Context: an optimization exercise on an open-source flow, tuned for small area, a short achievable clock period and few clock cycles. The choices shown serve that exercise and are no tape-out recipe. In this exercise RTL edits were held to simulation tests only and were not proved equivalent to the original.

==> flow/design.v <==
module crc8_step (
    input  wire [7:0] crc_in,
    input  wire [7:0] data,
    output reg  [7:0] crc_out
);
    integer i;
    always @* begin
        crc_out = crc_in ^ data;
        for (i = 0; i < 8; i = i + 1) begin
            if (crc_out[7])
                crc_out = {crc_out[6:0], 1'b0} ^ 8'h07;
            else
                crc_out = {crc_out[6:0], 1'b0};
        end
    end
endmodule
module temp_convert (
    input  wire        clk,
    input  wire [15:0] raw_in,    
    input  wire [15:0] raw,       
    output wire [31:0] tcc,
    output wire [63:0] f64
);
    function [19:0] tab_p;
        input [4:0] x;
        case (x)
            5'd0: tab_p = 20'h0;
            5'd1: tab_p = 20'ha3d7;
            5'd2: tab_p = 20'h147ae;
            5'd3: tab_p = 20'h1eb85;
            5'd4: tab_p = 20'h28f5c;
            5'd5: tab_p = 20'h33333;
            5'd6: tab_p = 20'h3d70a;
            5'd7: tab_p = 20'h47ae1;
            5'd8: tab_p = 20'h51eb8;
            5'd9: tab_p = 20'h5c28f;
            5'd10: tab_p = 20'h66666;
            5'd11: tab_p = 20'h70a3d;
            5'd12: tab_p = 20'h7ae14;
            5'd13: tab_p = 20'h851eb;
            5'd14: tab_p = 20'h8f5c2;
            5'd15: tab_p = 20'h99999;
            5'd16: tab_p = 20'ha3d70;
            5'd17: tab_p = 20'hae147;
            5'd18: tab_p = 20'hb851e;
            5'd19: tab_p = 20'hc28f5;
            5'd20: tab_p = 20'hccccc;
            5'd21: tab_p = 20'hd70a3;
            5'd22: tab_p = 20'he147a;
            5'd23: tab_p = 20'heb851;
            5'd24: tab_p = 20'hf5c28;
            default: tab_p = 20'h0;
        endcase
    endfunction
    function [17:0] tab_pg;
        input [4:0] x;
        case (x)
            5'd0: tab_pg = 18'h0;
            5'd1: tab_pg = 18'h147b;
            5'd2: tab_pg = 18'h28f6;
            5'd3: tab_pg = 18'h3d71;
            5'd4: tab_pg = 18'h51ec;
            5'd5: tab_pg = 18'h6667;
            5'd6: tab_pg = 18'h7ae2;
            5'd7: tab_pg = 18'h8f5d;
            5'd8: tab_pg = 18'ha3d8;
            5'd9: tab_pg = 18'hb853;
            5'd10: tab_pg = 18'hccce;
            5'd11: tab_pg = 18'he149;
            5'd12: tab_pg = 18'hf5c4;
            5'd13: tab_pg = 18'h10a3f;
            5'd14: tab_pg = 18'h11eba;
            5'd15: tab_pg = 18'h13335;
            5'd16: tab_pg = 18'h147b0;
            5'd17: tab_pg = 18'h15c2b;
            5'd18: tab_pg = 18'h170a6;
            5'd19: tab_pg = 18'h18521;
            5'd20: tab_pg = 18'h1999c;
            5'd21: tab_pg = 18'h1ae17;
            5'd22: tab_pg = 18'h1c292;
            5'd23: tab_pg = 18'h1d70d;
            5'd24: tab_pg = 18'h1eb88;
            default: tab_pg = 18'h0;
        endcase
    endfunction
    function [21:0] tab_j;
        input [5:0] x;
        case (x)
            6'd0: tab_j = 22'h68000;
            6'd1: tab_j = 22'h48000;
            6'd2: tab_j = 22'h28000;
            6'd3: tab_j = 22'h8000;
            6'd4: tab_j = 22'he8000;
            6'd5: tab_j = 22'hc8000;
            6'd6: tab_j = 22'ha8000;
            6'd7: tab_j = 22'h88000;
            6'd8: tab_j = 22'h68000;
            6'd9: tab_j = 22'h48000;
            6'd10: tab_j = 22'h28000;
            6'd11: tab_j = 22'h8000;
            6'd12: tab_j = 22'he8000;
            6'd13: tab_j = 22'hc8000;
            6'd14: tab_j = 22'ha8000;
            6'd15: tab_j = 22'h88000;
            6'd16: tab_j = 22'h68000;
            6'd17: tab_j = 22'h48000;
            6'd18: tab_j = 22'h28000;
            6'd19: tab_j = 22'h8000;
            6'd20: tab_j = 22'h3e8000;
            6'd21: tab_j = 22'hc8000;
            6'd22: tab_j = 22'ha8000;
            6'd23: tab_j = 22'h88000;
            6'd24: tab_j = 22'h68000;
            6'd32: tab_j = 22'h367fff;
            6'd33: tab_j = 22'h347fff;
            6'd34: tab_j = 22'h327fff;
            6'd35: tab_j = 22'h307fff;
            6'd36: tab_j = 22'h3e7fff;
            6'd37: tab_j = 22'h3c7fff;
            6'd38: tab_j = 22'h3a7fff;
            6'd39: tab_j = 22'h387fff;
            6'd40: tab_j = 22'h367fff;
            6'd41: tab_j = 22'h347fff;
            6'd42: tab_j = 22'h327fff;
            6'd43: tab_j = 22'h307fff;
            6'd44: tab_j = 22'h3e7fff;
            6'd45: tab_j = 22'h3c7fff;
            6'd46: tab_j = 22'h3a7fff;
            6'd47: tab_j = 22'h387fff;
            6'd48: tab_j = 22'h367fff;
            6'd49: tab_j = 22'h347fff;
            6'd50: tab_j = 22'h327fff;
            6'd51: tab_j = 22'h307fff;
            6'd52: tab_j = 22'h3e7fff;
            6'd53: tab_j = 22'h3c7fff;
            6'd54: tab_j = 22'h3a7fff;
            6'd55: tab_j = 22'h387fff;
            6'd56: tab_j = 22'h367fff;
            default: tab_j = 22'h0;
        endcase
    endfunction
    function [12:0] tab_k;
        input [5:0] x;
        case (x)
            6'd0: tab_k = 13'h1bbb;
            6'd1: tab_k = 13'h1bbb;
            6'd2: tab_k = 13'h1bbb;
            6'd3: tab_k = 13'h1bbb;
            6'd4: tab_k = 13'h1bbb;
            6'd5: tab_k = 13'h1bbb;
            6'd6: tab_k = 13'h1bbb;
            6'd7: tab_k = 13'h1bbb;
            6'd8: tab_k = 13'h1bbc;
            6'd9: tab_k = 13'h1bbc;
            6'd10: tab_k = 13'h1bbc;
            6'd11: tab_k = 13'h1bbc;
            6'd12: tab_k = 13'h1bbc;
            6'd13: tab_k = 13'h1bbc;
            6'd14: tab_k = 13'h1bbc;
            6'd15: tab_k = 13'h1bbc;
            6'd16: tab_k = 13'h1bbc;
            6'd17: tab_k = 13'h1bbc;
            6'd18: tab_k = 13'h1bbc;
            6'd19: tab_k = 13'h1bbc;
            6'd20: tab_k = 13'h1bbd;
            6'd21: tab_k = 13'h1bbd;
            6'd22: tab_k = 13'h1bbd;
            6'd23: tab_k = 13'h1bbd;
            6'd24: tab_k = 13'h1bbd;
            6'd32: tab_k = 13'h445;
            6'd33: tab_k = 13'h445;
            6'd34: tab_k = 13'h445;
            6'd35: tab_k = 13'h445;
            6'd36: tab_k = 13'h445;
            6'd37: tab_k = 13'h445;
            6'd38: tab_k = 13'h445;
            6'd39: tab_k = 13'h445;
            6'd40: tab_k = 13'h444;
            6'd41: tab_k = 13'h444;
            6'd42: tab_k = 13'h444;
            6'd43: tab_k = 13'h444;
            6'd44: tab_k = 13'h444;
            6'd45: tab_k = 13'h444;
            6'd46: tab_k = 13'h444;
            6'd47: tab_k = 13'h444;
            6'd48: tab_k = 13'h444;
            6'd49: tab_k = 13'h444;
            6'd50: tab_k = 13'h444;
            6'd51: tab_k = 13'h444;
            6'd52: tab_k = 13'h444;
            6'd53: tab_k = 13'h443;
            6'd54: tab_k = 13'h443;
            6'd55: tab_k = 13'h443;
            6'd56: tab_k = 13'h443;
            default: tab_k = 13'h0;
        endcase
    endfunction
    function [4:0] tab_r3;
        input [5:0] x;
        case (x)
            6'd0: tab_r3 = 5'ha;
            6'd1: tab_r3 = 5'hc;
            6'd2: tab_r3 = 5'he;
            6'd3: tab_r3 = 5'h10;
            6'd4: tab_r3 = 5'h12;
            6'd5: tab_r3 = 5'h14;
            6'd6: tab_r3 = 5'h16;
            6'd7: tab_r3 = 5'h18;
            6'd8: tab_r3 = 5'h1;
            6'd9: tab_r3 = 5'h3;
            6'd10: tab_r3 = 5'h5;
            6'd11: tab_r3 = 5'h7;
            6'd12: tab_r3 = 5'h9;
            6'd13: tab_r3 = 5'hb;
            6'd14: tab_r3 = 5'hd;
            6'd15: tab_r3 = 5'hf;
            6'd16: tab_r3 = 5'h11;
            6'd17: tab_r3 = 5'h13;
            6'd18: tab_r3 = 5'h15;
            6'd19: tab_r3 = 5'h17;
            6'd20: tab_r3 = 5'h0;
            6'd21: tab_r3 = 5'h2;
            6'd22: tab_r3 = 5'h4;
            6'd23: tab_r3 = 5'h6;
            6'd24: tab_r3 = 5'h8;
            6'd32: tab_r3 = 5'hf;
            6'd33: tab_r3 = 5'hd;
            6'd34: tab_r3 = 5'hb;
            6'd35: tab_r3 = 5'h9;
            6'd36: tab_r3 = 5'h7;
            6'd37: tab_r3 = 5'h5;
            6'd38: tab_r3 = 5'h3;
            6'd39: tab_r3 = 5'h1;
            6'd40: tab_r3 = 5'h18;
            6'd41: tab_r3 = 5'h16;
            6'd42: tab_r3 = 5'h14;
            6'd43: tab_r3 = 5'h12;
            6'd44: tab_r3 = 5'h10;
            6'd45: tab_r3 = 5'he;
            6'd46: tab_r3 = 5'hc;
            6'd47: tab_r3 = 5'ha;
            6'd48: tab_r3 = 5'h8;
            6'd49: tab_r3 = 5'h6;
            6'd50: tab_r3 = 5'h4;
            6'd51: tab_r3 = 5'h2;
            6'd52: tab_r3 = 5'h0;
            6'd53: tab_r3 = 5'h17;
            6'd54: tab_r3 = 5'h15;
            6'd55: tab_r3 = 5'h13;
            6'd56: tab_r3 = 5'h11;
            default: tab_r3 = 5'h0;
        endcase
    endfunction
    function [4:0] tab_fm;
        input [6:0] x;
        case (x)
            7'd32: tab_fm = 5'h1;
            7'd33: tab_fm = 5'h3;
            7'd34: tab_fm = 5'h1;
            7'd35: tab_fm = 5'h1;
            7'd36: tab_fm = 5'h3;
            7'd37: tab_fm = 5'h7;
            7'd38: tab_fm = 5'h1;
            7'd39: tab_fm = 5'h1;
            7'd40: tab_fm = 5'h7;
            7'd41: tab_fm = 5'h1;
            7'd42: tab_fm = 5'h1;
            7'd43: tab_fm = 5'h7;
            7'd44: tab_fm = 5'h3;
            7'd45: tab_fm = 5'h1;
            7'd46: tab_fm = 5'h1;
            7'd47: tab_fm = 5'h3;
            7'd48: tab_fm = 5'hf;
            7'd49: tab_fm = 5'h1;
            7'd50: tab_fm = 5'h3;
            7'd51: tab_fm = 5'h1f;
            7'd52: tab_fm = 5'h1;
            7'd53: tab_fm = 5'h1;
            7'd54: tab_fm = 5'hf;
            7'd55: tab_fm = 5'h3;
            7'd56: tab_fm = 5'h1;
            7'd96: tab_fm = 5'h1f;
            7'd97: tab_fm = 5'h1;
            7'd98: tab_fm = 5'h3;
            7'd99: tab_fm = 5'hf;
            7'd100: tab_fm = 5'h1;
            7'd101: tab_fm = 5'h1;
            7'd102: tab_fm = 5'h1f;
            7'd103: tab_fm = 5'h3;
            7'd104: tab_fm = 5'h1;
            7'd105: tab_fm = 5'hf;
            7'd106: tab_fm = 5'h3;
            7'd107: tab_fm = 5'h1;
            7'd108: tab_fm = 5'h1;
            7'd109: tab_fm = 5'h3;
            7'd110: tab_fm = 5'h7;
            7'd111: tab_fm = 5'h1;
            7'd112: tab_fm = 5'h1;
            7'd113: tab_fm = 5'h7;
            7'd114: tab_fm = 5'h1;
            7'd115: tab_fm = 5'h1;
            7'd116: tab_fm = 5'h7;
            7'd117: tab_fm = 5'h3;
            7'd118: tab_fm = 5'h1;
            7'd119: tab_fm = 5'h1;
            7'd120: tab_fm = 5'h3;
            default: tab_fm = 5'h0;
        endcase
    endfunction
    function [4:0] tab_shz;
        input [4:0] x;
        case (x)
            5'd0: tab_shz = 5'h11;
            5'd1: tab_shz = 5'h11;
            5'd2: tab_shz = 5'h10;
            5'd3: tab_shz = 5'h10;
            5'd4: tab_shz = 5'hf;
            5'd5: tab_shz = 5'hf;
            5'd6: tab_shz = 5'hf;
            5'd7: tab_shz = 5'he;
            5'd8: tab_shz = 5'he;
            5'd9: tab_shz = 5'he;
            5'd10: tab_shz = 5'he;
            5'd11: tab_shz = 5'he;
            5'd12: tab_shz = 5'he;
            5'd13: tab_shz = 5'hd;
            5'd14: tab_shz = 5'hd;
            5'd15: tab_shz = 5'hd;
            5'd16: tab_shz = 5'hd;
            5'd17: tab_shz = 5'hd;
            5'd18: tab_shz = 5'hd;
            5'd19: tab_shz = 5'hd;
            5'd20: tab_shz = 5'hd;
            5'd21: tab_shz = 5'hd;
            5'd22: tab_shz = 5'hd;
            5'd23: tab_shz = 5'hd;
            5'd24: tab_shz = 5'hd;
            default: tab_shz = 5'h0;
        endcase
    endfunction
    function [10:0] tab_ex;
        input [5:0] x;
        case (x)
            6'd0: tab_ex = 11'h409;
            6'd1: tab_ex = 11'h408;
            6'd2: tab_ex = 11'h407;
            6'd3: tab_ex = 11'h406;
            6'd4: tab_ex = 11'h405;
            6'd5: tab_ex = 11'h404;
            6'd6: tab_ex = 11'h403;
            6'd7: tab_ex = 11'h402;
            6'd8: tab_ex = 11'h401;
            6'd9: tab_ex = 11'h400;
            6'd10: tab_ex = 11'h3ff;
            6'd11: tab_ex = 11'h3fe;
            6'd12: tab_ex = 11'h3fd;
            6'd13: tab_ex = 11'h3fc;
            6'd14: tab_ex = 11'h3fb;
            6'd15: tab_ex = 11'h3fa;
            6'd16: tab_ex = 11'h3f9;
            6'd17: tab_ex = 11'h3f8;
            6'd32: tab_ex = 11'h40a;
            6'd33: tab_ex = 11'h409;
            6'd34: tab_ex = 11'h408;
            6'd35: tab_ex = 11'h407;
            6'd36: tab_ex = 11'h406;
            6'd37: tab_ex = 11'h405;
            6'd38: tab_ex = 11'h404;
            6'd39: tab_ex = 11'h403;
            6'd40: tab_ex = 11'h402;
            6'd41: tab_ex = 11'h401;
            6'd42: tab_ex = 11'h400;
            6'd43: tab_ex = 11'h3ff;
            6'd44: tab_ex = 11'h3fe;
            6'd45: tab_ex = 11'h3fd;
            6'd46: tab_ex = 11'h3fc;
            6'd47: tab_ex = 11'h3fb;
            6'd48: tab_ex = 11'h3fa;
            6'd49: tab_ex = 11'h3f9;
            default: tab_ex = 11'h0;
        endcase
    endfunction
    function [19:0] tab_lm2;
        input [4:0] x;
        case (x)
            5'd0: tab_lm2 = 20'hffff;
            5'd1: tab_lm2 = 20'h7fff;
            5'd2: tab_lm2 = 20'h3fff;
            5'd3: tab_lm2 = 20'h1fff;
            5'd4: tab_lm2 = 20'hfff;
            5'd5: tab_lm2 = 20'h7ff;
            5'd6: tab_lm2 = 20'h3ff;
            5'd7: tab_lm2 = 20'h1ff;
            5'd8: tab_lm2 = 20'hff;
            5'd9: tab_lm2 = 20'h7f;
            5'd10: tab_lm2 = 20'h3f;
            5'd11: tab_lm2 = 20'h1f;
            5'd12: tab_lm2 = 20'hf;
            5'd13: tab_lm2 = 20'h7;
            5'd14: tab_lm2 = 20'h3;
            5'd15: tab_lm2 = 20'h1;
            5'd16: tab_lm2 = 20'h0;
            5'd17: tab_lm2 = 20'h0;
            default: tab_lm2 = 20'h0;
        endcase
    endfunction
    function [22:0] add22;
        input [21:0] a, b;
        input        cin;
        integer n;
        reg c;
        begin
            c = cin;
            for (n = 0; n < 22; n = n + 1) begin
                add22[n] = a[n] ^ b[n] ^ c;
                c = (a[n] & b[n]) | (a[n] & c) | (b[n] & c);
            end
            add22[22] = c;
        end
    endfunction
    wire [22:0] tcs = add22({5'd0, raw, 1'b0}, 22'h3F954D, 1'b0);    
    assign tcc = {{14{tcs[17]}}, tcs[17:0]};
    function [5:0] dstep;             
        input [5:0] v;
        reg ge;
        reg [22:0] d;
        begin
            ge = v[5] | (v[4] & v[3] & (v[2] | v[1] | v[0]));
            d  = add22({16'd0, v}, 22'h3FFFE7, 1'b0);             
            dstep = ge ? {1'b1, d[4:0]} : {1'b0, v[4:0]};
        end
    endfunction
    wire [4:0]  rr0 [5:12];
    wire [11:5] q0;
    assign rr0[12] = 5'd0;
    genvar gj;
    generate for (gj = 11; gj >= 5; gj = gj - 1) begin : gdiv0
        if (gj == 11) begin : top
            assign {q0[gj], rr0[gj]} = dstep({1'b0, raw_in[15:11]});
        end else begin : st
            assign {q0[gj], rr0[gj]} = dstep({rr0[gj+1], raw_in[gj]});
        end
    end endgenerate
    reg [11:5] s0_q;
    reg [4:0]  s0_r;
    always @(posedge clk) begin
        s0_q <= q0;
        s0_r <= rr0[5];
    end
    wire [4:0]  rr [0:5];
    wire [4:0]  q1;
    assign rr[5] = s0_r;
    generate for (gj = 4; gj >= 0; gj = gj - 1) begin : gdiv1
        assign {q1[gj], rr[gj]} = dstep({rr[gj+1], raw[gj]});
    end endgenerate
    wire [11:0] qa = {s0_q, q1};
    wire [4:0]  ra = rr[0];
    wire [22:0] sgc = add22({6'd0, raw}, 22'h3FCAA6, 1'b0);          
    wire        sgn = sgc[21];
    wire [17:0] o1 = {6'd0, qa};
    wire [17:0] o2 = {5'd0, qa, 1'b0};
    wire [17:0] o3 = tab_pg(ra);
    wire [17:0] cs_s = o1 ^ o2 ^ o3;
    wire [17:0] cs_c = (o1 & o2) | (o1 & o3) | (o2 & o3);
    wire [22:0] pls1 = add22({4'd0, cs_s}, {3'd0, cs_c, 1'b0}, 1'b0);
    reg  [11:0] q;
    reg  [4:0]  r;
    reg  [17:0] pls;
    always @(posedge clk) begin
        q   <= qa;
        r   <= ra;
        pls <= pls1[17:0];
    end
    wire        m   = pls[17];
    wire [16:0] pl  = pls[16:0];
    wire [16:0] pre;                        
    assign pre[16] = 1'b0;
    generate for (gj = 15; gj >= 0; gj = gj - 1) begin : gpre
        assign pre[gj] = pre[gj+1] | raw[gj];
    end endgenerate
    wire [16:0] adj;                        
    assign adj[0] = 1'b0;
    assign adj[1] = 1'b0;
    assign adj[2] = raw[1] & raw[0];
    assign adj[3] = raw[2] & (raw[1] | raw[0]);
    generate for (gj = 4; gj < 16; gj = gj + 1) begin : gadj
        assign adj[gj] = raw[gj-1] & (raw[gj-2] | raw[gj-3] | raw[gj-4]);
    end endgenerate
    assign adj[16] = 1'b0;
    wire [16:0] lm;
    generate for (gj = 0; gj < 17; gj = gj + 1) begin : glm
        if (gj < 16) begin : a
            assign lm[gj] = pre[gj+1] | (raw[gj] & adj[gj]);
        end else begin : b
            assign lm[gj] = 1'b0;
        end
    end endgenerate
    wire [16:0] onek  = {lm[15:0], 1'b1} & ~lm;
    wire        p_g   = |(pl & lm & ~{1'b0, lm[16:1]});
    wire        p_s   = |(pl & {1'b0, lm[16:1]});
    wire        p_l   = |(pl & onek);
    wire        p_up  = p_g & (p_s | p_l);
    wire [21:0] av = {4'd0, m, pl & ~lm};
    wire [21:0] jv = tab_j({sgn, r});
    wire [21:0] inj = {5'd0, onek & {17{p_up}}};
    reg  [21:0] ls;
    reg         lc;
    integer n;
    always @* begin
        lc = 1'b0;
        for (n = 0; n < 22; n = n + 1) begin
            lc    = lc | inj[n];
            ls[n] = jv[n] ^ av[n] ^ lc;
            lc    = (jv[n] & av[n]) | (jv[n] & lc) | (av[n] & lc);
        end
    end
    wire [21:0] L  = ls ^ {22{sgn}};
    wire [1:0]  c  = L[21:20];               
    wire [19:0] lw = L[19:0];
    wire [4:0]  r3 = tab_r3({sgn, r});
    wire [22:0] q3s = add22({9'd0, {q, 1'b0} ^ {13{sgn}}}, {9'd0, tab_k({sgn, r})}, 1'b0);
    wire [12:0] q3 = q3s[12:0];
    wire [19:0] pp = tab_p(r3);
    wire        r3z = (r3 == 5'd0);
    wire        uf0 = r3z & (c == 2'b11);    
    wire        q3z = (q3 == 13'd0);
    reg  [4:0]  shq, shq1;
    reg         q3p2, hi;
    integer b;
    always @* begin
        shq  = 5'd12;
        shq1 = 5'd13;
        q3p2 = 1'b1;
        hi   = 1'b0;
        for (b = 12; b >= 0; b = b - 1) begin
            if (q3[b] && hi) q3p2 = 1'b0;    
            hi = hi | q3[b];
        end
        for (b = 0; b < 13; b = b + 1)
            if (q3[b]) begin shq = 12 - b; shq1 = 13 - b; end
    end
    wire [4:0]  sh = q3z ? tab_shz(r3) : ((uf0 & q3p2) ? shq1 : shq);
    wire [19:0] lm2  = tab_lm2(sh);
    wire [19:0] onr  = {lm2[18:0], 1'b1} & ~lm2;
    wire        t_g  = |(lw & lm2 & ~{1'b0, lm2[19:1]});
    wire        t_s  = |(lw & {1'b0, lm2[19:1]});
    wire        t_l  = |(lw & onr);
    wire        t_up = t_g & (t_s | t_l);
    reg  [20:0] lr;
    reg         rc;
    always @* begin
        rc = 1'b0;
        for (n = 0; n < 20; n = n + 1) begin
            rc    = rc | (t_up & onr[n]);
            lr[n] = (lw[n] & ~lm2[n]) ^ rc;
            rc    = lw[n] & ~lm2[n] & rc;
        end
        lr[20] = rc;
    end
    wire [1:0]  ct = {c[1] & ~lr[20], c[0] ^ lr[20]};
    wire        uf = r3z & (ct == 2'b11);
    wire [35:0] base = {pp, pp[19:4]};
    wire [4:0]  fm = tab_fm({ct, r3});
    wire [35:0] mid = {base[35:5] | {31{uf}}, base[4:0] ^ fm};
    reg  [12:0] q3f;
    reg         bc;
    always @* begin
        bc = uf;
        for (n = 0; n < 13; n = n + 1) begin
            q3f[n] = q3[n] ^ bc;
            bc     = ~q3[n] & bc;
        end
    end
    wire [68:0] ar   = {q3f, mid, lr[19:0]};
    wire [69:0] nrm  = {1'b0, ar} << sh;
    wire        ovf  = nrm[69];                  
    wire [51:0] frac = ovf ? 52'd0 : nrm[67:16];
    assign f64 = {sgn, tab_ex({ovf, sh}), frac};
endmodule
module pec_temp_core (
    input  wire        clk,
    input  wire        rst,       
    input  wire        req,
    input  wire        we,
    input  wire [5:0]  addr,      
    input  wire [1:0]  size,      
    input  wire [3:0]  be,        
    input  wire [31:0] wdata,
    output wire        ready,
    output reg  [31:0] rdata,
    output wire        err
);
    localparam [3:0] CODE_NONE = 4'd0, CODE_OK = 4'd1, CODE_PEC = 4'd2,
                     CODE_LEN = 4'd3, CODE_REG = 4'd4, CODE_CMD = 4'd5;
    reg [7:0]  crc_q;
    reg [7:0]  rx0, rx1, rx2;        
    reg [2:0]  rxcnt;
    reg        fbv;                  
    reg [7:0]  fb1, fb3, fb4, fpec;  
    reg        cv;                   
    reg [15:0] raw_q;                
    reg [63:0] tf64_q;               
    reg        pend1, pend2;         
    reg        tver;
    reg [3:0]  code;
    reg [7:0]  lastop;
    wire bus_err = (size != 2'd2) || (addr[1:0] != 2'b00) || (we && (be != 4'hF));
    assign err = bus_err;
    wire rd_f64 = !we && (addr[5:3] == 3'b101);        
    assign ready = !((pend1 || pend2) && rd_f64);
    wire acc    = req && !bus_err;                      
    wire cmd_wr = acc && we && (addr[5:2] == 4'h1);
    wire rx_wr  = acc && we && (addr[5:2] == 4'h4);
    wire [7:0]  op  = wdata[7:0];
    wire [7:0]  a8  = wdata[15:8];
    wire [15:0] a16 = wdata[31:16];
    wire a8z  = (a8 == 8'd0);
    wire a16z = (a16 == 16'd0);
    wire op_hi0 = (op[7:4] == 4'd0);
    wire is0 = op_hi0 && (op[3:0] == 4'd0);
    wire is1 = op_hi0 && (op[3:0] == 4'd1);
    wire is2 = op_hi0 && (op[3:0] == 4'd2);
    wire is3 = op_hi0 && (op[3:0] == 4'd3);
    wire is4 = op_hi0 && (op[3:0] == 4'd4);
    wire is5 = op_hi0 && (op[3:0] == 4'd5);
    wire is6 = op_hi0 && (op[3:0] == 4'd6);
    wire is7 = op_hi0 && (op[3:0] == 4'd7);
    wire is8 = op_hi0 && (op[3:0] == 4'd8);
    wire legal = ((is0 || is1 || is7 || is8) && a8z && a16z) ||
                 ((is2 || is3 || is4 || is5) && a16z) ||
                 (is6 && a8z);
    wire treg = (a8 == 8'h06) || (a8 == 8'h07) || (a8 == 8'h08);
    wire do_cmd  = cmd_wr && legal;
    wire do_srst = do_cmd && is8;
    wire [7:0] crc_feed;
    crc8_step u_feed (.crc_in(crc_q), .data(a8), .crc_out(crc_feed));
    wire [7:0] c1, c2, c3, c4, crc_frame;
    crc8_step u_f0 (.crc_in(8'h00), .data(8'hB4), .crc_out(c1));
    crc8_step u_f1 (.crc_in(c1),    .data(a8),    .crc_out(c2));
    crc8_step u_f2 (.crc_in(c2),    .data(8'hB5), .crc_out(c3));
    crc8_step u_f3 (.crc_in(c3),    .data(rx0),   .crc_out(c4));
    crc8_step u_f4 (.crc_in(c4),    .data(rx1),   .crc_out(crc_frame));
    wire rx_full  = (rxcnt == 3'd3);
    wire pec_good = (crc_frame == rx2);
    wire [31:0] conv_tcc;
    wire [63:0] conv_f64;
    wire [15:0] raw_src = op[1] ? a16 : {rx1, rx0};
    temp_convert u_conv (.clk(clk), .raw_in(raw_src), .raw(raw_q),
                         .tcc(conv_tcc), .f64(conv_f64));
    wire framecmd  = is3 || is4 || is5;
    wire rd_badreg = is5 && !treg;
    wire fr_ok     = framecmd && !rd_badreg && rx_full;    
    wire conv_rd   = is5 && fr_ok && pec_good;             
    wire conv_clr  = is5 && !(fr_ok && pec_good);          
    wire consume   = framecmd || is7;
    reg [3:0] code_n;
    always @* begin
        if (!legal)                     code_n = CODE_CMD;
        else if (rd_badreg)             code_n = CODE_REG;
        else if (framecmd && !rx_full)  code_n = CODE_LEN;
        else if ((is4 || is5) && !pec_good) code_n = CODE_PEC;
        else                            code_n = CODE_OK;
    end
    always @(posedge clk) begin
        if (rst || do_srst) begin
            crc_q  <= 8'd0;
            rxcnt  <= 3'd0;
            fbv    <= 1'b0;
            cv     <= 1'b0;
            pend1  <= 1'b0;
            pend2  <= 1'b0;
            tver   <= 1'b0;
            code   <= CODE_NONE;
            lastop <= 8'd0;
        end else begin
            pend1 <= 1'b0;
            pend2 <= pend1;
            if (rx_wr && !rxcnt[2])
                rxcnt <= rxcnt + 3'd1;
            if (cmd_wr) begin
                lastop <= op;
                code   <= code_n;
            end
            if (do_cmd) begin
                if (is1) crc_q <= 8'd0;
                if (is2) crc_q <= crc_feed;
                if (fr_ok) begin
                    crc_q <= crc_frame;
                    fbv   <= 1'b1;
                end
                if (consume) rxcnt <= 3'd0;
                if (conv_clr) begin cv <= 1'b0; tver <= 1'b0; end
                if (conv_rd || is6) begin
                    cv   <= 1'b1;
                    pend1 <= 1'b1;
                    tver <= is5;
                end
            end
        end
    end
    always @(posedge clk) begin
        if (rx_wr && rxcnt == 3'd0) rx0 <= wdata[7:0];
        if (rx_wr && rxcnt == 3'd1) rx1 <= wdata[7:0];
        if (rx_wr && rxcnt == 3'd2) rx2 <= wdata[7:0];
        if (do_cmd && fr_ok) begin
            fb1  <= a8;
            fb3  <= rx0;
            fb4  <= rx1;
            fpec <= rx2;
        end
        if (do_cmd && (conv_rd || is6))
            raw_q <= raw_src;
        if (pend2)
            tf64_q <= conv_f64;
    end
    wire [3:0] ra = addr[5:2];
    wire v0 = (rxcnt != 3'd0);
    wire v1 = rxcnt[2] || rxcnt[1];
    wire v2 = rxcnt[2] || (rxcnt == 3'd3);
    always @* begin
        rdata = 32'd0;
        case (ra)
            4'h0: rdata = 32'h50454338;
            4'h2: rdata = {16'd0, lastop, 3'd0, tver, code};
            4'h3: rdata = 32'h0000005A;
            4'h5: rdata = {5'd0, rxcnt, rx2 & {8{v2}}, rx1 & {8{v1}}, rx0 & {8{v0}}};
            4'h6: rdata = {24'd0, crc_q};
            4'h7: rdata = fbv ? {fb3, 8'hB5, fb1, 8'hB4} : 32'd0;
            4'h8: rdata = fbv ? {16'd0, fpec, fb4} : 32'd0;
            4'h9: rdata = cv ? conv_tcc : 32'd0;
            4'hA: rdata = cv ? tf64_q[31:0] : 32'd0;
            4'hB: rdata = cv ? tf64_q[63:32] : 32'd0;
            4'hC: rdata = cv ? {16'd0, raw_q} : 32'd0;
            default: rdata = 32'd0;
        endcase
    end
endmodule
==> flow/run.sh <==
#!/bin/bash
# synth_recipe.tcl (not shown) runs the flow's synth.tcl, then flattens the netlist and writes it again
# the make line also repeats each setting of config.mk as NAME=value (left out here)
make -C /OpenROAD-flow-scripts/flow DESIGN_CONFIG=/design/flow/config.mk WORK_HOME=/design/flow/orfs CLKGATE_MAP_FILE= SYNTH_SCRIPT=/design/flow/synth_recipe.tcl finish
==> flow/config.mk <==
export PLATFORM = sky130hd
export DESIGN_NAME = pec_temp_core
export DESIGN_NICKNAME = pec_temp_core
export VERILOG_FILES = /design/flow/design.v
export SDC_FILE = /design/flow/constraint.sdc
export NUM_CORES = 4
export LEC_CHECK = 0
export ABC_AREA = 1
export CAP_MARGIN = 20
export CORE_MARGIN = 2
export CORE_UTILIZATION = 30
export SETUP_SLACK_MARGIN = 1.0
export SLEW_MARGIN = 20
==> flow/constraint.sdc <==
create_clock -name core_clock -period 36.0 [get_ports {clk}]
set_input_delay 7.2000 -clock core_clock [delete_from_list [all_inputs] [get_ports {clk}]]
set_output_delay 7.2000 -clock core_clock [all_outputs]
set_load 0.01 [all_outputs]
==> out/results.ini, run 1 <==
[final_layout]
antenna-diode-count=0
layout-drive-gt1-share=0.0748
finalInstanceArea_sq_um=23300
nNetsFinal=3246
syn_to_final_growth_pct=12.1

[critical_path]
crit_start=raw_q[2]$_DFFE_PP_
endpoint_kind=register
required_ps=36290
cp_slowest_stage_delay_ps=460
r2r-start=raw_q[2]$_DFFE_PP_
arrival_ps=26890
crit_fanout=59
worstSetupPathType=register to register
start_kind=register
critPathTopFamily=adder cells
cp_common_cell=ha_1
path_buf_inv=52
cp_slowest_cell=buf_4

[clock_network]
postCtsSetupBuffers=0
insertion_delay_ps=550
cts_made_buffers=25
h-tree-depth=1
cts_tree=built
clkSlewWorstSetupHoldPaths_ps=60
clock_path_buffers=3
cts_resized=0
ctsHoldBuffers=0
cts.sinks=205
cts-root-buf=clkbuf_16

[route]
post_drt_wl_per_cell_microns=18.2
drt_pass1_iterations=8
vias=20000
drt_wl_total_microns=72000
drtIter0Drc=2041
viasPerCell=5.06
drc=0
antenna_left=0

[global_route]
grt_max_degree=67
grt-ovfl-total=0
grt_pass1_wl_microns=111000
grt_use_total=0.199
grt_pass1_vias=18900
antenna_found_initial=0

[yosys]
yosysSeqAreaShare=0.260
synth_flop_cell=edfxtp_1
synth-edff-count=131
async_reset_ff_frac=0
yosys-top-cells-count=744 x nand2_1, 439 x inv_1, 302 x nand3_1
synthesis.area_sq_um=20800
synthTopCellsByArea=edfxtp_1 19%, nand2_1 13%, inv_1 7.9%
synth_fp_nets=3217
ys_warn_count=3
synthCells=2987
synth_top_area_share=0.189
yosys.cell_count.top_type=nand2_1
synth_area_leader_cell=edfxtp_1
synth.distinct_cells=73
ys_seq_elements=205
syn_avg_cell_area_sq_um=6.97

[timing]
fmax_ghz=0.0376
clock-skew-final_ps=30.1
rsz0062_at_grt=no
setup_tns_ps=0
period_needed_ps=26600
finalHoldViolCount=0
timing.slew.headroom=0.237
tightest_slew_ps=1140
setup_viol=0
finalCritPeriodShare=0.739
holdWs_ps=427
drv_slew=0

[floorplanning]
die_area_sq_um=71500
ios=82
die_width_microns=267
row_count=96
die_h_microns=267
coreArea_sq_um=68600
initial_core_util=0.303

[status]
status=timing/DRC/antenna clean

[placement]
gp_congestion=0.959
place_area_sq_um=22500
portBuffers=81
post-dp-hpwl_microns=57500

[flow_run]
cap_violations=0

[hold_path]
min-delay-path-class=register to register
hp-start=u_conv.s0_q[5]$_DFF_P_

==> cells by family (layout without fill, tap and decap cells) <==
family / count (synthesis) / count (layout) / share of synthesized area
flip-flops: 205 / 205 / 0.260
AO/OA/AOI/OAI: 429 / 429 / 0.127
adder cells (fa/ha/maj): 182 / 182 / 0.128
multiplexers: 7 / 7 / 0.00337
buffers and inverters: 572 / 620 / 0.108
AND/OR/NAND/NOR: 1444 / 1444 / 0.308
XOR/XNOR: 146 / 146 / 0.0654
other: 2 / 2 / 0.000361
==> worst paths after layout <==
| kind | end | slack, ps | depth (start not counted) |
|---|---|---|---|
| max reg2reg | tf64_q[12]$_SDFFCE_PP0P_ | 9400 | 178 |
| min reg2reg | u_conv.q[5]$_DFF_P_ | 430 | 0 |
| min | u_conv.q[5]$_DFF_P_ | 430 | 0 |
| max | tf64_q[12]$_SDFFCE_PP0P_ | 9400 | 178 |
==> state kept, by name (all words and copies together), names as in the netlist, 12 cells and up <==
name        cells
tf64_q         59
u_conv.pls     18
raw_q          16
u_conv.q       12
==> cell usage in the layout, fill, tap and decap left out, types with 5 or more instances in the layout <==
cell,n
nand2_1,742
inv_1,439
nand3_1,302
nor2_1,219
o21ai_0,145
edfxtp_1,131
ha_1,130
xor2_1,86
clkdlybuf4s50_1,81
a21oi_1,79
dfxtp_1,73
xnor2_1,52
fa_1,51
nand2_2,48
o21ai_1,41
a221oi_1,28
inv_2,27
o211ai_1,25
clkbuf_16,25
nand4_1,24
or2_2,21
a31oi_1,19
buf_4,19
nand2_4,18
nor3_1,16
o31ai_1,14
nor2_2,13
o2111ai_1,13
nor4_1,10
nand3_2,10
clkinv_1,9
o22ai_1,9
a211oi_1,9
mux2i_1,7
or2_1,6
clkinv_2,6
o21a_1,5
==> routing by layer <==
metal / vias to the layer above / GRT usage / routed length, microns
met4: 0 / 0.0510 / 1800
met2: 713 / 0.326 / 33000
li1: 9825 / - / -
met5: - / 0 / 0
met3: 87 / 0.0227 / 4790
met1: 9424 / 0.279 / 32500
==> area by class of cell <==
cell class              count  area, sq um
clock inverters            15          138
clock buffers              31          678
repair buffers            100          953
flip-flops and latches    205         5420
multi-input cells        2210        13200
well taps                 931         1160
inverters                 474         1780
fillers                  7384        45300
==> through the flow <==
stage	cells	util	worst slack [ps]
CTS	3966	0.340	9500
finish	3966	0.340	9400
global placement	3920	0.328	9910
global route	3966	0.340	6750
floorplan	2987	-	11480
detailed placement	3920	0.328	9510
Testbench counts, summed over its fixed seeds: cycles 30,641.
==> inputs of run 2 (changes only) <==
--- a/flow/design.v
+++ b/flow/design.v
@@ -54,33 +54,2 @@
     endfunction
-    function [17:0] tab_pg;
-        input [4:0] x;
-        case (x)
-            5'd0: tab_pg = 18'h0;
-            5'd1: tab_pg = 18'h147b;
-            5'd2: tab_pg = 18'h28f6;
-            5'd3: tab_pg = 18'h3d71;
-            5'd4: tab_pg = 18'h51ec;
-            5'd5: tab_pg = 18'h6667;
-            5'd6: tab_pg = 18'h7ae2;
-            5'd7: tab_pg = 18'h8f5d;
-            5'd8: tab_pg = 18'ha3d8;
-            5'd9: tab_pg = 18'hb853;
-            5'd10: tab_pg = 18'hccce;
-            5'd11: tab_pg = 18'he149;
-            5'd12: tab_pg = 18'hf5c4;
-            5'd13: tab_pg = 18'h10a3f;
-            5'd14: tab_pg = 18'h11eba;
-            5'd15: tab_pg = 18'h13335;
-            5'd16: tab_pg = 18'h147b0;
-            5'd17: tab_pg = 18'h15c2b;
-            5'd18: tab_pg = 18'h170a6;
-            5'd19: tab_pg = 18'h18521;
-            5'd20: tab_pg = 18'h1999c;
-            5'd21: tab_pg = 18'h1ae17;
-            5'd22: tab_pg = 18'h1c292;
-            5'd23: tab_pg = 18'h1d70d;
-            5'd24: tab_pg = 18'h1eb88;
-            default: tab_pg = 18'h0;
-        endcase
-    endfunction
     function [21:0] tab_j;
@@ -420,14 +389,23 @@
     endfunction
-    wire [22:0] tcs = add22({5'd0, raw, 1'b0}, 22'h3F954D, 1'b0);    
-    assign tcc = {{14{tcs[17]}}, tcs[17:0]};
-    function [5:0] dstep;             
-        input [5:0] v;
-        reg ge;
-        reg [22:0] d;
+    function [5:0] dstep;
+        input [4:0] ri;
+        input       b;
+        reg qq, c1, c2, c3;
+        reg [3:0] t;                  
         begin
-            ge = v[5] | (v[4] & v[3] & (v[2] | v[1] | v[0]));
-            d  = add22({16'd0, v}, 22'h3FFFE7, 1'b0);             
-            dstep = ge ? {1'b1, d[4:0]} : {1'b0, v[4:0]};
+            qq   = ri[4] | (ri[3] & ri[2] & (ri[1] | ri[0] | b));
+            t[0] = ~(ri[0] ^ b);
+            c1   = ri[0] | b;
+            t[1] = ~(ri[1] ^ c1);
+            c2   = ri[1] | c1;
+            t[2] = ri[2] ^ c2;
+            c3   = ri[2] & c2;
+            t[3] = ri[3] ^ c3;
+            dstep = {qq, (qq ? t : ri[3:0]), b ^ qq};
         end
     endfunction
+    genvar gj;
+    integer n;
+    wire [22:0] tcs = add22({5'd0, raw, 1'b0}, 22'h3F954D, 1'b0);    
+    assign tcc = {{14{tcs[17]}}, tcs[17:0]};
     wire [4:0]  rr0 [5:12];
@@ -435,8 +413,7 @@
     assign rr0[12] = 5'd0;
-    genvar gj;
     generate for (gj = 11; gj >= 5; gj = gj - 1) begin : gdiv0
         if (gj == 11) begin : top
-            assign {q0[gj], rr0[gj]} = dstep({1'b0, raw_in[15:11]});
+            assign {q0[gj], rr0[gj]} = dstep({1'b0, raw_in[15:12]}, raw_in[11]);
         end else begin : st
-            assign {q0[gj], rr0[gj]} = dstep({rr0[gj+1], raw_in[gj]});
+            assign {q0[gj], rr0[gj]} = dstep(rr0[gj+1], raw_in[gj]);
         end
@@ -453,24 +430,25 @@
     generate for (gj = 4; gj >= 0; gj = gj - 1) begin : gdiv1
-        assign {q1[gj], rr[gj]} = dstep({rr[gj+1], raw[gj]});
+        assign {q1[gj], rr[gj]} = dstep(rr[gj+1], raw[gj]);
     end endgenerate
-    wire [11:0] qa = {s0_q, q1};
-    wire [4:0]  ra = rr[0];
+    wire [11:0] q = {s0_q, q1};
+    wire [4:0]  r = rr[0];
     wire [22:0] sgc = add22({6'd0, raw}, 22'h3FCAA6, 1'b0);          
     wire        sgn = sgc[21];
-    wire [17:0] o1 = {6'd0, qa};
-    wire [17:0] o2 = {5'd0, qa, 1'b0};
-    wire [17:0] o3 = tab_pg(ra);
-    wire [17:0] cs_s = o1 ^ o2 ^ o3;
-    wire [17:0] cs_c = (o1 & o2) | (o1 & o3) | (o2 & o3);
-    wire [22:0] pls1 = add22({4'd0, cs_s}, {3'd0, cs_c, 1'b0}, 1'b0);
-    reg  [11:0] q;
-    reg  [4:0]  r;
-    reg  [17:0] pls;
-    always @(posedge clk) begin
-        q   <= qa;
-        r   <= ra;
-        pls <= pls1[17:0];
-    end
-    wire        m   = pls[17];
-    wire [16:0] pl  = pls[16:0];
+    wire [17:0] m1 = {raw[0], 17'd0};
+    wire [17:0] m2 = {raw[5:0], 12'd0};
+    wire [17:0] m3 = {raw[7:0], 10'd0};
+    wire [17:0] m4 = {raw[10:0], 7'd0};
+    wire [17:0] m5 = ~{raw, 2'b00};
+    wire [17:0] m6 = ~{2'b00, raw};
+    wire [17:0] sa = m1 ^ m2 ^ m3;
+    wire [17:0] ca = {(m1[16:0] & m2[16:0]) | (m1[16:0] & m3[16:0]) | (m2[16:0] & m3[16:0]), 1'b0};
+    wire [17:0] sb = m4 ^ m5 ^ m6;
+    wire [17:0] cb = {(m4[16:0] & m5[16:0]) | (m4[16:0] & m6[16:0]) | (m5[16:0] & m6[16:0]), 1'b0};
+    wire [17:0] sc = sa ^ ca ^ sb;
+    wire [17:0] cc = {(sa[16:0] & ca[16:0]) | (sa[16:0] & sb[16:0]) | (ca[16:0] & sb[16:0]), 1'b0};
+    wire [17:0] sd = sc ^ cc ^ cb;
+    wire [17:0] cd = {(sc[16:0] & cc[16:0]) | (sc[16:0] & cb[16:0]) | (cc[16:0] & cb[16:0]), 1'b1};
+    wire [22:0] p18c = add22({4'd0, sd}, {4'd0, cd}, 1'b1);
+    wire [16:0] pl = p18c[16:0];
+    wire        m  = p18c[17] ^ r[0];      
     wire [16:0] pre;                        
@@ -502,26 +480,10 @@
     wire        p_up  = p_g & (p_s | p_l);
-    wire [21:0] av = {4'd0, m, pl & ~lm};
-    wire [21:0] jv = tab_j({sgn, r});
-    wire [21:0] inj = {5'd0, onek & {17{p_up}}};
-    reg  [21:0] ls;
-    reg         lc;
-    integer n;
-    always @* begin
-        lc = 1'b0;
-        for (n = 0; n < 22; n = n + 1) begin
-            lc    = lc | inj[n];
-            ls[n] = jv[n] ^ av[n] ^ lc;
-            lc    = (jv[n] & av[n]) | (jv[n] & lc) | (av[n] & lc);
-        end
-    end
-    wire [21:0] L  = ls ^ {22{sgn}};
-    wire [1:0]  c  = L[21:20];               
-    wire [19:0] lw = L[19:0];
-    wire [4:0]  r3 = tab_r3({sgn, r});
+    wire [21:0] jv  = tab_j({sgn, r});
+    wire [21:0] bv  = {4'd0, m, pl & ~lm};
+    wire [22:0] l0  = add22(jv, bv, 1'b0);
+    wire [22:0] l1  = add22(jv, bv | {5'd0, lm}, 1'b1);
+    wire [21:0] ls1 = p_up ? l1[21:0] : l0[21:0];
+    wire [4:0]  r31 = tab_r3({sgn, r});
     wire [22:0] q3s = add22({9'd0, {q, 1'b0} ^ {13{sgn}}}, {9'd0, tab_k({sgn, r})}, 1'b0);
-    wire [12:0] q3 = q3s[12:0];
-    wire [19:0] pp = tab_p(r3);
-    wire        r3z = (r3 == 5'd0);
-    wire        uf0 = r3z & (c == 2'b11);    
-    wire        q3z = (q3 == 13'd0);
+    wire [12:0] q31 = q3s[12:0];
     reg  [4:0]  shq, shq1;
@@ -535,9 +497,30 @@
         for (b = 12; b >= 0; b = b - 1) begin
-            if (q3[b] && hi) q3p2 = 1'b0;    
-            hi = hi | q3[b];
+            if (q31[b] && hi) q3p2 = 1'b0;    
+            hi = hi | q31[b];
         end
         for (b = 0; b < 13; b = b + 1)
-            if (q3[b]) begin shq = 12 - b; shq1 = 13 - b; end
+            if (q31[b]) begin shq = 12 - b; shq1 = 13 - b; end
     end
-    wire [4:0]  sh = q3z ? tab_shz(r3) : ((uf0 & q3p2) ? shq1 : shq);
+    wire        q3z1 = (q31 == 13'd0);
+    reg [21:0] ls;
+    reg        sg;
+    reg [12:0] q3;
+    reg [4:0]  r3;
+    reg [4:0]  shb, shi;
+    reg        shc;
+    always @(posedge clk) begin
+        ls  <= ls1;
+        sg  <= sgn;
+        q3  <= q31;
+        r3  <= r31;
+        shb <= q3z1 ? tab_shz(r31) : shq;
+        shi <= shq1;
+        shc <= !q3z1 && q3p2;
+    end
+    wire [21:0] L  = ls ^ {22{sg}};
+    wire [1:0]  c  = L[21:20];               
+    wire [19:0] lw = L[19:0];
+    wire        r3z = (r3 == 5'd0);
+    wire        uf0 = r3z & (c == 2'b11);
+    wire [4:0]  sh  = (uf0 & shc) ? shi : shb;
     wire [19:0] lm2  = tab_lm2(sh);
@@ -551,7 +534,6 @@
     always @* begin
-        rc = 1'b0;
+        rc = t_up;
         for (n = 0; n < 20; n = n + 1) begin
-            rc    = rc | (t_up & onr[n]);
-            lr[n] = (lw[n] & ~lm2[n]) ^ rc;
-            rc    = lw[n] & ~lm2[n] & rc;
+            lr[n] = (lw[n] & ~lm2[n]) ^ (rc & ~lm2[n]);
+            rc    = (lw[n] | lm2[n]) & rc;
         end
@@ -561,2 +543,3 @@
     wire        uf = r3z & (ct == 2'b11);
+    wire [19:0] pp = tab_p(r3);
     wire [35:0] base = {pp, pp[19:4]};
@@ -564,8 +547,8 @@
     wire [35:0] mid = {base[35:5] | {31{uf}}, base[4:0] ^ fm};
-    reg  [12:0] q3f;
+    reg  [12:0] q3m;
     reg         bc;
     always @* begin
-        bc = uf;
+        bc = 1'b1;
         for (n = 0; n < 13; n = n + 1) begin
-            q3f[n] = q3[n] ^ bc;
+            q3m[n] = q3[n] ^ bc;
             bc     = ~q3[n] & bc;
@@ -573,2 +556,3 @@
     end
+    wire [12:0] q3f  = uf ? q3m : q3;
     wire [68:0] ar   = {q3f, mid, lr[19:0]};
@@ -577,3 +561,3 @@
     wire [51:0] frac = ovf ? 52'd0 : nrm[67:16];
-    assign f64 = {sgn, tab_ex({ovf, sh}), frac};
+    assign f64 = {sg, tab_ex({ovf, sh}), frac};
 endmodule
==> out/results.ini, run 2 <==
[status]
status=timing/DRC/antenna clean  ; unchanged

[final_layout]
final_core_util=0.341  ; was 0.340
nFillCells=7711  ; was 7384
final_common_cell=nand2_1  ; unchanged
multi_input_area_sq_um=13400  ; was 13200 sq um
finalInstanceArea_sq_um=24400  ; was 23300 sq um
syn_to_final_growth_pct=12.8  ; was 12.1%
layout-drive-gt1-share=0.0798  ; was 0.0748
seqCellArea_sq_um=6140  ; was 5420 sq um
largest_register_ffs=59  ; unchanged
nNetsFinal=3275  ; was 3246
final_cell_mix=688 x nand2_1, 402 x inv_1, 244 x o21ai_0  ; was 742 x nand2_1, 439 x inv_1, 302 x nand3_1
antenna-diode-count=0  ; unchanged
top_register=tf64_q  ; unchanged
fin_cells=4020  ; was 3966

[timing]
drv_slew=0  ; unchanged
clock-skew-final_ps=29.7  ; was 30.1 ps
finalHoldViolCount=0  ; unchanged
fmax_ghz=0.0570  ; was 0.0376 GHz
tightest_slew_ps=1060  ; was 1140 ps
setup_viol=0  ; unchanged
period_needed_ps=17550  ; was 26600 ps
finalCritPeriodShare=0.488  ; was 0.739
fin_ws_ps=18450  ; was 9400 ps
setup_tns_ps=0  ; unchanged
holdWs_ps=457  ; was 427 ps
timing.slew.headroom=0.289  ; was 0.237
rsz0062_at_grt=no  ; unchanged

[yosys]
yosys-top-cells-count=690 x nand2_1, 403 x inv_1, 244 x o21ai_0  ; was 744 x nand2_1, 439 x inv_1, 302 x nand3_1
synthTopCellsByArea=edfxtp_1 18%, nand2_1 12%, dfxtp_1 10%  ; was edfxtp_1 19%, nand2_1 13%, inv_1 7.9%
synth_flop_cell=edfxtp_1  ; unchanged
yosysSeqAreaShare=0.284  ; was 0.260
synth_top_area_share=0.182  ; was 0.189
synthesis.area_sq_um=21600  ; was 20800 sq um
ys_warn_count=3  ; unchanged
synth_area_leader_cell=edfxtp_1  ; unchanged
synth_fp_nets=3232  ; was 3217
synthCells=3006  ; was 2987
yosys.cell_count.top_type=nand2_1  ; unchanged
synth-edff-count=131  ; unchanged
async_reset_ff_frac=0  ; unchanged
syn_avg_cell_area_sq_um=7.18  ; was 6.97 sq um
synth.distinct_cells=69  ; was 73
ys_seq_elements=241  ; was 205

[clock_network]
postCtsSetupBuffers=0  ; unchanged
cts-root-buf=clkbuf_16  ; unchanged
clock_path_buffers=3  ; unchanged
cts_tree=built  ; unchanged
clkSlewWorstSetupHoldPaths_ps=70  ; was 60 ps
cts_made_buffers=29  ; was 25
ctsHoldBuffers=0  ; unchanged
cts_resized=0  ; unchanged
cts.sinks=241  ; was 205
h-tree-depth=1  ; unchanged
insertion_delay_ps=590  ; was 550 ps

[floorplanning]
die_h_microns=272  ; was 267 microns
die_area_sq_um=74100  ; was 71500 sq um
initial_core_util=0.303  ; about the same
ios=82  ; unchanged
coreArea_sq_um=71400  ; was 68600 sq um
die_width_microns=272  ; was 267 microns
row_count=98  ; was 96

[critical_path]
critPathTopFamily=buffers and inverters  ; was adder cells
cp_cell_sequence=clkdlybuf4s50_1 -> inv_1 -> nor2_1 -> inv_1 -> nor2_1 -> inv_1 -> nor2_1 -> nand2_1 -> o2111ai_1 -> clkdlybuf4s50_1
path_buf_inv=5  ; was 52
crit_fanout=11  ; was 59
cp_slowest_stage_delay_ps=630  ; was 460 ps
arrival_ps=10350  ; was 26890 ps
start_kind=primary input  ; was register
endpoint_kind=output port  ; was register
worstSetupPathType=primary input to output port  ; was register to register
cp_slowest_cell=clkdlybuf4s50_1  ; was buf_4
required_ps=28800  ; was 36290 ps

[placement]
gp_congestion=0.951  ; was 0.959
place_area_sq_um=23400  ; was 22500 sq um
portBuffers=81  ; unchanged
place_inst=3968  ; was 3920
post-dp-hpwl_microns=61200  ; was 57500 microns
dp_slack_ps=18450  ; was 9510 ps

[route]
drtIter0Drc=1984  ; was 2041
drc=0  ; unchanged
drt_wl_total_microns=77200  ; was 72000 microns
drt_pass1_iterations=6  ; was 8
vias=20500  ; was 20000
antenna_left=0  ; unchanged
viasPerCell=5.11  ; was 5.06
post_drt_wl_per_cell_microns=19.2  ; was 18.2 microns

[global_route]
grt_pass1_vias=19100  ; was 18900
grt_pass1_wl_microns=116000  ; was 111000 microns
grt_max_degree=69  ; was 67
antenna_found_initial=2  ; was 0
grt_use_total=0.203  ; was 0.199
grt-ovfl-total=0  ; unchanged

[flow_run]
cap_violations=0  ; unchanged

[hold_path]
min-delay-path-class=register to register  ; unchanged

run 2: cells by family after synthesis:
group,share of synthesized area
xor+xnor,0.0704
flops,0.284
simple gates,0.260
compound gates,0.163
fa+ha+maj,0.118
buf+inv,0.0958
mux,0.00881
run 2: per-layer routing:
| layer | part of all wire | track usage | up-vias |
|---|---|---|---|
| li1 | - | - | 10000 |
| met1 | 0.44 | 0.277 | 9660 |
| met2 | 0.46 | 0.334 | 716 |
| met3 | 0.063 | 0.0221 | 116 |
| met4 | 0.034 | 0.0649 | 0 |
| met5 | 0 | 0 | - |
run 2: final cells by class:
type	instances	share of cell area
clock inverters	15	0.00647
flip-flops and latches	241	0.252
repair buffers	115	0.0438
multi-input cells	2228	0.550
clock buffers	37	0.0319
well taps	950	0.0488
inverters	434	0.0669
run 2: worst paths after layout:
check,endpoint,depth (start not counted),slack (ps),start
setup / recovery,rdata[17],10,18450,addr[5]
hold / removal,fpec[6]$_DFFE_PP_,0,460,rx2[6]$_DFFE_PP_
hold reg to reg,fpec[6]$_DFFE_PP_,0,460,rx2[6]$_DFFE_PP_
setup reg to reg,tf64_q[30]$_SDFFCE_PP0P_,53,24430,u_conv.r3[1]$_DFF_P_
Testbench counts of run 2, summed over its fixed seeds: cycles 30,641.
==> inputs of run 3 (changes only) <==
--- a/flow/design.v
+++ b/flow/design.v
@@ -17,7 +17,9 @@
 module temp_convert (
-    input  wire        clk,
     input  wire [15:0] raw_in,    
     input  wire [15:0] raw,       
+    input  wire [63:0] st,        
+    output wire [11:0] s0,        
+    output wire [51:0] s1,        
     output wire [31:0] tcc,
-    output wire [63:0] f64
+    output wire [63:0] f64        
 );
@@ -420,8 +422,5 @@
     end endgenerate
-    reg [11:5] s0_q;
-    reg [4:0]  s0_r;
-    always @(posedge clk) begin
-        s0_q <= q0;
-        s0_r <= rr0[5];
-    end
+    assign s0 = {q0, rr0[5]};
+    wire [11:5] s0_q = st[11:5];
+    wire [4:0]  s0_r = st[4:0];
     wire [4:0]  rr [0:5];
@@ -504,17 +503,10 @@
     wire        q3z1 = (q31 == 13'd0);
-    reg [21:0] ls;
-    reg        sg;
-    reg [12:0] q3;
-    reg [4:0]  r3;
-    reg [4:0]  shb, shi;
-    reg        shc;
-    always @(posedge clk) begin
-        ls  <= ls1;
-        sg  <= sgn;
-        q3  <= q31;
-        r3  <= r31;
-        shb <= q3z1 ? tab_shz(r31) : shq;
-        shi <= shq1;
-        shc <= !q3z1 && q3p2;
-    end
+    assign s1 = {ls1, sgn, q31, r31, (q3z1 ? tab_shz(r31) : shq), shq1, !q3z1 && q3p2};
+    wire [21:0] ls  = st[51:30];
+    wire        sg  = st[29];
+    wire [12:0] q3  = st[28:16];
+    wire [4:0]  r3  = st[15:11];
+    wire [4:0]  shb = st[10:6];
+    wire [4:0]  shi = st[5:1];
+    wire        shc = st[0];
     wire [21:0] L  = ls ^ {22{sg}};
@@ -559,4 +551,4 @@
     wire [69:0] nrm  = {1'b0, ar} << sh;
-    wire        ovf  = nrm[69];                  
-    wire [51:0] frac = ovf ? 52'd0 : nrm[67:16];
+    wire        ovf  = nrm[69];    
+    wire [51:0] frac = nrm[67:16];
     assign f64 = {sg, tab_ex({ovf, sh}), frac};
@@ -631,4 +623,6 @@
     wire [15:0] raw_src = op[1] ? a16 : {rx1, rx0};
-    temp_convert u_conv (.clk(clk), .raw_in(raw_src), .raw(raw_q),
-                         .tcc(conv_tcc), .f64(conv_f64));
+    wire [11:0] conv_s0;
+    wire [51:0] conv_s1;
+    temp_convert u_conv (.raw_in(raw_src), .raw(raw_q), .st(tf64_q),
+                         .s0(conv_s0), .s1(conv_s1), .tcc(conv_tcc), .f64(conv_f64));
     wire framecmd  = is3 || is4 || is5;
@@ -639,2 +633,3 @@
     wire consume   = framecmd || is7;
+    wire conv_go   = do_cmd && (conv_rd || is6);           
     reg [3:0] code_n;
@@ -660,3 +655,3 @@
             pend1 <= 1'b0;
-            pend2 <= pend1;
+            pend2 <= pend1 && !conv_go;
             if (rx_wr && !rxcnt[2])
@@ -694,6 +689,16 @@
         end
-        if (do_cmd && (conv_rd || is6))
+        if (conv_go)
             raw_q <= raw_src;
+        if (conv_go)
+            tf64_q[11:0] <= conv_s0;
+        else if (pend1)
+            tf64_q[11:0] <= conv_s1[11:0];
+        else if (pend2)
+            tf64_q[11:0] <= conv_f64[11:0];
+        if (conv_go || pend1)
+            tf64_q[51:12] <= conv_s1[51:12];
+        else if (pend2)
+            tf64_q[51:12] <= conv_f64[51:12];
         if (pend2)
-            tf64_q <= conv_f64;
+            tf64_q[63:52] <= conv_f64[63:52];
     end
==> flow/flow/run.sh (new file) <==
#!/bin/bash
# Own layout flow: the standard flow (standard.sh, all ORFS steps unchanged) with
#  - the combinational logic mapped by ABC for area (no full-adder extraction),
#  - repair_timing asked for extra setup slack, so that it sizes up the
#    critical paths (the clock period and constraints are the standard flow's, unchanged).
# Each step's full output goes to a log file in this folder.
set -euo pipefail
work=$PWD
rm -rf "$work/scripts_area"
cp -r "$FLOW_HOME/scripts" "$work/scripts_area"
printf 'strash\ndch -f\nmap -a\ntopo\nstime -c\n' > "$work/scripts_area/abc_area.script"
export SCRIPTS_DIR="$work/scripts_area"
export ADDER_MAP_FILE=
export SETUP_SLACK_MARGIN=19.5
bash standard.sh synth > "$work/log_synth.txt" 2>&1
bash standard.sh floorplan > "$work/log_floorplan.txt" 2>&1
bash standard.sh place > "$work/log_place.txt" 2>&1
bash standard.sh cts > "$work/log_cts.txt" 2>&1
bash standard.sh route > "$work/log_route.txt" 2>&1
bash standard.sh finish > "$work/log_finish.txt" 2>&1
==> flow/standard.sh (new file) <==
#!/bin/bash
# synth_recipe.tcl (not shown) runs the flow's synth.tcl, then flattens the netlist and writes it again
# the make line also repeats each setting of config.mk as NAME=value (left out here)
make -C /OpenROAD-flow-scripts/flow DESIGN_CONFIG=/design/flow/config.mk WORK_HOME=/design/flow/orfs CLKGATE_MAP_FILE= SYNTH_SCRIPT=/design/flow/synth_recipe.tcl "${@:-finish}"
--- a/flow/config.mk
+++ b/flow/config.mk
@@ -11,3 +11,2 @@
 export CORE_UTILIZATION = 30
-export SETUP_SLACK_MARGIN = 1.0
 export SLEW_MARGIN = 20
removed: flow/run.sh
==> out/results.ini, run 3 <==
[status]
status=timing/DRC/antenna clean  ; unchanged

[yosys]
synthCells=2894  ; was 3006
ys_warn_count=3  ; unchanged
synth-adder-area-share=0  ; was 0.118
synthTopCellsByArea=edfxtp_1 22%, nand2_1 12%, nor2_1 12%  ; was edfxtp_1 18%, nand2_1 12%, dfxtp_1 10%
synth_fp_nets=2942  ; was 3232
synth_top_area_share=0.221  ; was 0.182
yosysSeqAreaShare=0.251  ; was 0.284
yosys-mux-area-fraction=0.0124  ; was 0.00881
synth.distinct_cells=44  ; was 69
synth_top_family_by_area=simple AND/OR/NAND/NOR gates  ; unchanged
synth-simple-area-share=0.308  ; was 0.260
synthXorXnorAreaFrac=0.0875  ; was 0.0704
synth_area_leader_cell=edfxtp_1  ; unchanged
synthesis.area_sq_um=17800  ; was 21600 sq um
yosys-top-cells-count=579 x nand2_1, 550 x nor2_1, 418 x clkinv_1  ; was 690 x nand2_1, 403 x inv_1, 244 x o21ai_0
async_reset_ff_frac=0  ; unchanged
synth_compound_area_frac=0.252  ; was 0.163
ys_seq_elements=158  ; was 241
yosys.cell_count.top_type=nand2_1  ; unchanged
synth_flop_cell=edfxtp_1  ; unchanged
synth-edff-count=131  ; unchanged
syn_avg_cell_area_sq_um=6.16  ; was 7.18 sq um

[final_layout]
nFillCells=6457  ; was 7711
finalInstanceArea_sq_um=20800  ; was 24400 sq um
nNetsFinal=3095  ; was 3275
final_cell_mix=572 x nand2_1, 533 x nor2_1, 405 x clkinv_1  ; was 688 x nand2_1, 402 x inv_1, 244 x o21ai_0
fin_cells=3833  ; was 4020
final_core_util=0.353  ; was 0.341
syn_to_final_growth_pct=16.8  ; was 12.8%
final_common_cell=nand2_1  ; unchanged
antenna-diode-count=0  ; unchanged
top_register=tf64_q  ; unchanged
layout-drive-gt1-share=0.0644  ; was 0.0798
largest_register_ffs=59  ; unchanged

[route]
met2_length_microns=36300  ; was 35500 microns
antenna_left=0  ; unchanged
drtIter0Drc=2903  ; was 1984
drc=0  ; unchanged
viasPerCell=5.53  ; was 5.11
dr.max_layer_used=met4  ; unchanged
met1_length_microns=35900  ; was 34200 microns
drt_wl_total_microns=84500  ; was 77200 microns
route.met3.wl_microns=8170  ; was 4850 microns
post_drt_wl_per_cell_microns=22.0  ; was 19.2 microns
drt_pass1_iterations=6  ; unchanged
vias=21200  ; was 20500

[clock_network]
h-tree-depth=4  ; was 1
ctsHoldBuffers=0  ; unchanged
cts_made_buffers=17  ; was 29
clock_path_buffers=2  ; was 3
cts.sinks=158  ; was 241
cts-root-buf=clkbuf_16  ; unchanged
clkSlewWorstSetupHoldPaths_ps=70  ; about the same
cts_tree=built  ; unchanged
insertion_delay_ps=460  ; was 590 ps

[critical_path]
required_ps=28800  ; about the same
cp_cell_sequence=clkdlybuf4s50_1 -> inv_2 -> nor2_4 -> nand2_2 -> nor2_4 -> buf_6 -> clkinvlp_4 -> a21oi_1 -> a21oi_1 -> nand4_1 -> clkdlybuf4s50_1  ; was clkdlybuf4s50_1 -> inv_1 -> nor2_1 -> inv_1 -> nor2_1 -> inv_1 -> nor2_1 -> nand2_1 -> o2111ai_1 -> clkdlybuf4s50_1
endpoint_kind=output port  ; unchanged
crit_fanout=11  ; unchanged
cp_slowest_stage_delay_ps=550  ; was 630 ps
start_kind=primary input  ; unchanged
path_buf_inv=5  ; unchanged
arrival_ps=9430  ; was 10350 ps
worstSetupPathType=primary input to output port  ; unchanged
cp_slowest_cell=clkdlybuf4s50_1  ; unchanged
critPathTopFamily=buffers and inverters  ; unchanged

[placement]
portBuffers=81  ; unchanged
place_inst=3782  ; was 3968
dp_slack_ps=17730  ; was 18450 ps
gp_congestion=1.03  ; was 0.951
post-dp-hpwl_microns=67300  ; was 61200 microns
place_area_sq_um=19900  ; was 23400 sq um

[timing]
fmax_ghz=0.0601  ; was 0.0570 GHz
drv_slew=0  ; unchanged
finalHoldViolCount=0  ; unchanged
period_needed_ps=16630  ; was 17550 ps
tightest_slew_ps=1110  ; was 1060 ps
clock-skew-final_ps=15.4  ; was 29.7 ps
fin_ws_ps=19370  ; was 18450 ps
holdWs_ps=471  ; was 457 ps
setup_viol=0  ; unchanged
rsz0062_at_grt=yes  ; was no
timing.slew.headroom=0.246  ; was 0.289
finalCritPeriodShare=0.462  ; was 0.488
setup_tns_ps=0  ; unchanged

[global_route]
grt_pass1_wl_microns=123000  ; was 116000 microns
grt_max_degree=67  ; was 69
grt_pass1_vias=19100  ; about the same
grt_use_total=0.271  ; was 0.203
grt-ovfl-total=0  ; unchanged
antenna_found_initial=2  ; unchanged

[floorplanning]
die_area_sq_um=61400  ; was 74100 sq um
die_width_microns=248  ; was 272 microns
row_count=89  ; was 98
ios=82  ; unchanged
die_h_microns=248  ; was 272 microns
initial_core_util=0.302  ; was 0.303
coreArea_sq_um=58900  ; was 71400 sq um

[hold_path]
min-delay-path-class=register to register  ; unchanged

[flow_run]
cap_violations=0  ; unchanged

-- run 3: changes by cell type in the layout (fill, tap and decap cells not counted), sizes merged, moves of 30 or more --
cell | previous run | this run
o21ai | 272 | 328
fa | 44 | 0
inv | 429 | 13
clkdlybuf4s50 | 81 | 48
ha | 134 | 0
a21oi | 122 | 182
a22oi | 4 | 34
clkinv | 13 | 418
dfxtp | 110 | 27
nor2 | 246 | 551
nand2 | 752 | 579
nand3 | 162 | 90
-- run 3: worst register-to-register path, delay by kind of cell (launching register included) --
kind / cells / cell delay (ps)
flip-flops: 1 / 740
AND/OR/NAND/NOR: 27 / 5560
AO/OA/AOI/OAI: 19 / 4390
buffers and inverters: 19 / 3880
-- run 3: worst paths after layout --
check	start	slack (ps)	cells past startpoint	to
setup / recovery	addr[2]	19370	11	rdata[3]
hold / removal	lastop[5]$_SDFFE_PP0P_	470	2	lastop[5]$_SDFFE_PP0P_
setup reg to reg	tf64_q[12]$_DFFE_PP_	21180	65	tf64_q[54]$_DFFE_PP_
hold reg to reg	lastop[5]$_SDFFE_PP0P_	470	2	lastop[5]$_SDFFE_PP0P_
-- run 3: layer usage --
| layer | vias up | track usage |
|---|---|---|
| li1 | 10200 | - |
| met1 | 9764 | 0.374 |
| met2 | 1046 | 0.414 |
| met3 | 159 | 0.0452 |
| met4 | 0 | 0.122 |
| met5 | - | 0 |
-- run 3: timing repair --
item	in CTS	in global routing
gates resized for setup	83	51
pin swaps	10	8
gates cloned	1	2
setup buffers	10	6
endpoints found under the setup margin	32	27
-- run 3: cell families after synthesis --
family          after synthesis
simple gates               1356
buf+inv                     419
xor+xnor                    178
mux                          22
flops                       158
compound gates              761
-- run 3: cell type report --
type	count	area (sq um)	area share
multi-input combinational	2318	12000	0.577
clock buffer	18	429	0.0206
timing repair buffer	133	1150	0.0554
timing repair inverter	1	11.3	0.000541
sequential	158	4470	0.215
clock inverter	14	149	0.00716
tap	773	967	0.0465
inverter	418	1610	0.0773
Testbench counts of run 3, summed over its fixed seeds: cycles 30,641.

[port drivers added, routing unchanged]
The results above use ideal ports. As a check the final layouts listed here were re-extracted and re-timed, cells and wires unchanged. Step 1, drivers: a clkbuf_16 drives clk and a buf_2 each remaining input, both assumed. Step 2 adds t to the input delays and takes it off the output delays; t is the mean of the earliest and latest rising clock arrival at the registers after step 1. Input paths then give back, and output paths get back, about the clock's delay inside the block. Three values: no drivers, after step 1, after step 2; two values: the first two.
run	shift t [ns]	setup slack, ns	hold slack, ns	clock arrival spread, ns	worst slew at a driven data input, ns
run 1	0.591	9.397 / 9.397 / 9.397	0.427 / 0.427 / 0.427	0.030 / 0.031	0.04
run 2	0.633	18.446 / 18.415 / 18.415	0.457 / 0.457 / 0.457	0.029 / 0.030	0.07
run 3	0.500	19.366 / 19.334 / 19.334	0.471 / 0.471 / 0.471	0.015 / 0.016	0.05
After both steps setup and hold are still met in every run listed. For run 3, which loses most, drivers alone change the setup slack by -0.032 ns; drivers and shift together by -0.032 ns.
